Background: an optimization exercise with open tools, aiming at small area. Do not read the settings as production practice.
RTL that was checked went through simulation tests only; none was proved equivalent to the original.

==> inputs of run G <==
==> flow/design.v <==
module ledcube_engine (
    input             clk,
    input             rst,
    input      [1:0]  cfg_rot,
    input             cfg_inv,
    input             in_valid,
    input      [63:0] in_data,
    input             close,
    output reg [14:0] lines,
    output reg        done
);
    reg [63:0] w [0:6];
    reg [63:0] p [0:7];
    reg [63:0] c [0:7];
    reg [2:0]  beat;
    reg        closed;
    reg        p_valid;
    reg [2:0]  p_base;
    wire accept = in_valid && !closed;
    wire p_load = accept && (beat == 3'd7);
    reg [3:0] k;         
    reg [3:0] s;         
    reg [2:0] layer;
    integer i;
    always @(posedge clk) begin
        if (accept) begin
            for (i = 0; i < 6; i = i + 1)
                w[i] <= w[i + 1];
            w[6] <= in_data;
        end
    end
    always @(posedge clk) begin
        if (p_load) begin
            for (i = 0; i < 7; i = i + 1)
                p[i] <= w[i];
            p[7] <= in_data;
        end else begin
            for (i = 0; i < 7; i = i + 1)
                p[i] <= p[i + 1];
            p[7] <= p[0];
        end
    end
    always @(posedge clk) begin
        if (rst) begin
            beat    <= 3'd0;
            closed  <= 1'b0;
            p_valid <= 1'b0;
        end else begin
            if (close)
                closed <= 1'b1;
            if (accept)
                beat <= beat + 3'd1;
            if (p_load) begin
                p_valid <= 1'b1;
                p_base  <= k[2:0] + 3'd1;
            end
        end
    end
    reg        xact;      
    reg [2:0]  xcnt;
    reg        c_valid;   
    reg        c_is_p;    
    reg [2:0]  c_base;
    always @(posedge clk) begin
        for (i = 0; i < 7; i = i + 1)
            c[i] <= c[i + 1];
        c[7] <= xact ? p[0] : c[0];
    end
    wire row_slot  = !s[3];
    wire [2:0] row = s[2:0];
    wire at_end    = (layer == 3'd7) && (s == 4'd9) && (k == 4'd6);
    wire release_now = at_end && closed && (c_is_p || !p_valid);
    always @(posedge clk) begin
        if (rst) begin
            xact    <= 1'b0;
            xcnt    <= 3'd0;
            c_valid <= 1'b0;
            c_is_p  <= 1'b0;
        end else begin
            if (xact) begin
                if (xcnt == 3'd7) begin
                    xact    <= 1'b0;
                    c_valid <= 1'b1;
                    c_base  <= p_base;
                end
                xcnt <= (p_load && xcnt != 3'd7) ? 3'd0 : xcnt + 3'd1;
            end else if (at_end && !release_now && p_valid && !done) begin
                xact <= 1'b1;
                xcnt <= 3'd0;
            end
            if (p_load)
                c_is_p <= 1'b0;
            else if (xact && xcnt == 3'd7)
                c_is_p <= 1'b1;
        end
    end
    wire [63:0] tap = c[0];
    wire [2:0]  tl  = k[2:0] - c_base;        
    wire [2:0]  rsel = (cfg_rot == 2'd2) ? ~layer : row;
    wire [7:0]  rbus = tap[rsel*8 +: 8];      
    reg  [7:0]  cbus;                         
    always @(*)
        for (i = 0; i < 8; i = i + 1)
            cbus[i] = tap[i*8 + row];
    wire        rbit = rbus[layer];
    reg [7:0] dnew;
    reg [7:0] den;
    always @(*) begin
        for (i = 0; i < 8; i = i + 1) begin
            case (cfg_rot)
                2'd0: begin dnew[i] = rbus[i];     den[i] = (tl == layer); end
                2'd1: begin dnew[i] = rbit;        den[i] = (~tl == i[2:0]); end
                2'd2: begin dnew[i] = rbus[i];     den[i] = (tl == row); end
                default: begin dnew[i] = cbus[7-i]; den[i] = (tl == layer); end
            endcase
            dnew[i] = c_valid & (dnew[i] ^ cfg_inv);
            den[i]  = den[i] & row_slot & !k[3];
        end
    end
    always @(posedge clk) begin
        if (rst) begin
            k     <= 4'd0;
            s     <= 4'd9;
            layer <= 3'd7;
            lines <= 15'd0;
            done  <= 1'b0;
        end else begin
            k <= k + 4'd1;
            if (k == 4'd15) begin
                if (s == 4'd10) begin
                    s     <= 4'd0;
                    layer <= layer + 3'd1;
                end else
                    s <= s + 4'd1;
            end
            if (!done) begin
                if (k != 4'd0)
                    lines[10] <= 1'b1;                    
                for (i = 0; i < 8; i = i + 1)
                    if (den[i])
                        lines[i] <= dnew[i];
                if (row_slot) begin
                    if (k == 4'd9)  lines[8] <= 1'b1;     
                    if (k == 4'd10) lines[8] <= 1'b0;
                end
                if (s == 4'd8) begin
                    if (k == 4'd1) begin
                        lines[9]     <= 1'b1;             
                        lines[14:12] <= layer;            
                    end
                    if (k == 4'd2) lines[9]  <= 1'b0;
                    if (k == 4'd4) lines[11] <= 1'b1;     
                end
                if (s == 4'd9 && k == 4'd5)
                    lines[11] <= 1'b0;
                if (release_now) begin
                    lines <= 15'd0;
                    done  <= 1'b1;
                end
            end
        end
    end
endmodule
==> flow/run.sh <==
#!/bin/bash
# synth_recipe.tcl (not shown) runs the flow's synth.tcl, then flattens the netlist and writes it again
# the make line also repeats each setting of config.mk as NAME=value (left out here)
make -C /OpenROAD-flow-scripts/flow DESIGN_CONFIG=/design/flow/config.mk WORK_HOME=/design/flow/orfs CLKGATE_MAP_FILE= SYNTH_SCRIPT=/design/flow/synth_recipe.tcl finish
==> flow/config.mk <==
export PLATFORM = sky130hd
export DESIGN_NAME = ledcube_engine
export DESIGN_NICKNAME = ledcube_engine
export VERILOG_FILES = /design/flow/design.v
export SDC_FILE = /design/flow/constraint.sdc
export NUM_CORES = 4
export LEC_CHECK = 0
export CAP_MARGIN = 20
export CELL_PAD_IN_SITES_DETAIL_PLACEMENT = 2
export CELL_PAD_IN_SITES_GLOBAL_PLACEMENT = 2
export CORE_MARGIN = 2
export CORE_UTILIZATION = 30
export CTS_BUF_LIST = sky130_fd_sc_hd__clkbuf_4
export PLACE_DENSITY = 0.45
export SLEW_MARGIN = 20
==> flow/constraint.sdc <==
create_clock -name core_clock -period 10.0 [get_ports {clk}]
set_input_delay 2.0000 -clock core_clock [delete_from_list [all_inputs] [get_ports {clk}]]
set_output_delay 2.0000 -clock core_clock [all_outputs]
set_load 0.01 [all_outputs]
==> run E: changes against run G <==
--- a/flow/design.v
+++ b/flow/design.v
@@ -6,7 +6,7 @@
     input             in_valid,
     input      [63:0] in_data,
     input             close,
-    output reg [14:0] lines,
+    output reg [14:0] lines,    
     output reg        done
 );
     reg [63:0] w [0:6];
@@ -32,12 +32,12 @@
     always @(posedge clk) begin
         if (p_load) begin
             for (i = 0; i < 7; i = i + 1)
-                p[i] <= w[i];
-            p[7] <= in_data;
+                p[i] <= ~w[i];
+            p[7] <= ~in_data;
         end else begin
             for (i = 0; i < 7; i = i + 1)
-                p[i] <= p[i + 1];
-            p[7] <= p[0];
+                p[i] <= ~p[i + 1];
+            p[7] <= ~p[0];
         end
     end
     always @(posedge clk) begin
@@ -113,16 +113,30 @@
                 2'd2: begin dnew[i] = rbus[i];     den[i] = (tl == row); end
                 default: begin dnew[i] = cbus[7-i]; den[i] = (tl == layer); end
             endcase
-            dnew[i] = c_valid & (dnew[i] ^ cfg_inv);
+            dnew[i] = c_valid & (dnew[i] ^ cfg_inv ^ ~tl[0]);
             den[i]  = den[i] & row_slot & !k[3];
         end
     end
+    reg [7:0] dl;
+    reg       srclr;
+    wire srclk = row_slot && (k == 4'd10);
+    wire rclk  = (s == 4'd8) && (k == 4'd2);
+    wire oe    = ((s == 4'd8) && (k >= 4'd5)) || ((s == 4'd9) && (k <= 4'd5));
+    always @(*) begin
+        lines[7:0]   = dl;
+        lines[8]     = srclr & srclk;
+        lines[9]     = srclr & rclk;
+        lines[10]    = srclr;
+        lines[11]    = srclr & oe;
+        lines[14:12] = srclr ? layer : 3'd0;
+    end
     always @(posedge clk) begin
         if (rst) begin
-            k     <= 4'd0;
+            k     <= 4'd6;
             s     <= 4'd9;
             layer <= 3'd7;
-            lines <= 15'd0;
+            dl    <= 8'd0;
+            srclr <= 1'b0;
             done  <= 1'b0;
         end else begin
             k <= k + 4'd1;
@@ -134,27 +148,14 @@
                     s <= s + 4'd1;
             end
             if (!done) begin
-                if (k != 4'd0)
-                    lines[10] <= 1'b1;                    
+                if (k[0])
+                    srclr <= 1'b1;
                 for (i = 0; i < 8; i = i + 1)
                     if (den[i])
-                        lines[i] <= dnew[i];
-                if (row_slot) begin
-                    if (k == 4'd9)  lines[8] <= 1'b1;     
-                    if (k == 4'd10) lines[8] <= 1'b0;
-                end
-                if (s == 4'd8) begin
-                    if (k == 4'd1) begin
-                        lines[9]     <= 1'b1;             
-                        lines[14:12] <= layer;            
-                    end
-                    if (k == 4'd2) lines[9]  <= 1'b0;
-                    if (k == 4'd4) lines[11] <= 1'b1;     
-                end
-                if (s == 4'd9 && k == 4'd5)
-                    lines[11] <= 1'b0;
+                        dl[i] <= dnew[i];
                 if (release_now) begin
-                    lines <= 15'd0;
+                    dl    <= 8'd0;
+                    srclr <= 1'b0;
                     done  <= 1'b1;
                 end
             end
==> flow/flow/run.sh (new file) <==
#!/bin/bash
set -e
export CTS_ARGS="-sink_clustering_enable -repair_clock_nets -dont_use_dummy_load -buf_list sky130_fd_sc_hd__clkbuf_4 -sink_clustering_size 10 -sink_clustering_max_diameter 40"
export BUFFER_PORTS_ARGS="-buffer_cell sky130_fd_sc_hd__buf_1"
bash standard.sh > standard.log 2>&1
==> flow/standard.sh (new file) <==
#!/bin/bash
# synth_recipe.tcl (not shown) runs the flow's synth.tcl, then flattens the netlist and writes it again
# the make line also repeats each setting of config.mk as NAME=value (left out here)
make -C /OpenROAD-flow-scripts/flow DESIGN_CONFIG=/design/flow/config.mk WORK_HOME=/design/flow/orfs CLKGATE_MAP_FILE= SYNTH_SCRIPT=/design/flow/synth_recipe.tcl "${@:-finish}"
Settings changed: ABC_AREA from default to 1, CELL_PAD_IN_SITES_DETAIL_PLACEMENT 2 to 1, CELL_PAD_IN_SITES_GLOBAL_PLACEMENT 2 to 1, CORE_UTILIZATION 30 to 50, CTS_CLUSTER_DIAMETER from default to 40, CTS_CLUSTER_SIZE from default to 10, PLACE_DENSITY 0.45 to 0.6.
removed: flow/run.sh
==> run Y: changes against run G <==
Settings changed: CTS_BUF_LIST sky130_fd_sc_hd__clkbuf_4 to default.
==> notes <==
- Cell count: run Y is smaller than run G (7.0%).
- Against run E, the register-to-register slack of run Y is lower by 0.06 ns.
- Of run G and run E, run E has the higher first-iteration DRC count (gap about 20%, measured against run E).
- Of run E and run G, run G has the higher clock-buffer cell count (gap 474).
- Via count, lowest first: run E, run Y, run G.
The RTL of run G and run Y was laid out without a check of its function.

==> port drivers added, routing unchanged <==
In the flow no input, the clock included, has a driving cell. The finished layouts below were timed again as built, in two steps. Step 1: set_driving_cell puts a clkbuf_16 on clk and a buf_2 on each other input, an assumption about the parent block. Step 2 adds t to the input delays and takes it off the output delays; t is the mean of the earliest and latest rising clock arrival at the registers after step 1. Input paths then give back, and output paths get back, about the clock's delay inside the block. a / b / c = ideal / step 1 / step 2; a / b = the first two.
run	t, ns	slack for setup (ns)	cell pins on the clock port's net
run G	1.255	5.157 / 5.193 / 3.938	1
run E	1.056	4.792 / 4.726 / 4.619	1
run Y	0.833	4.647 / 4.688 / 3.855	1
After both steps setup and hold are still met in every run listed. The setup slack of run G, which loses most, moves by +0.036 ns with the drivers and by -1.219 ns with both steps.
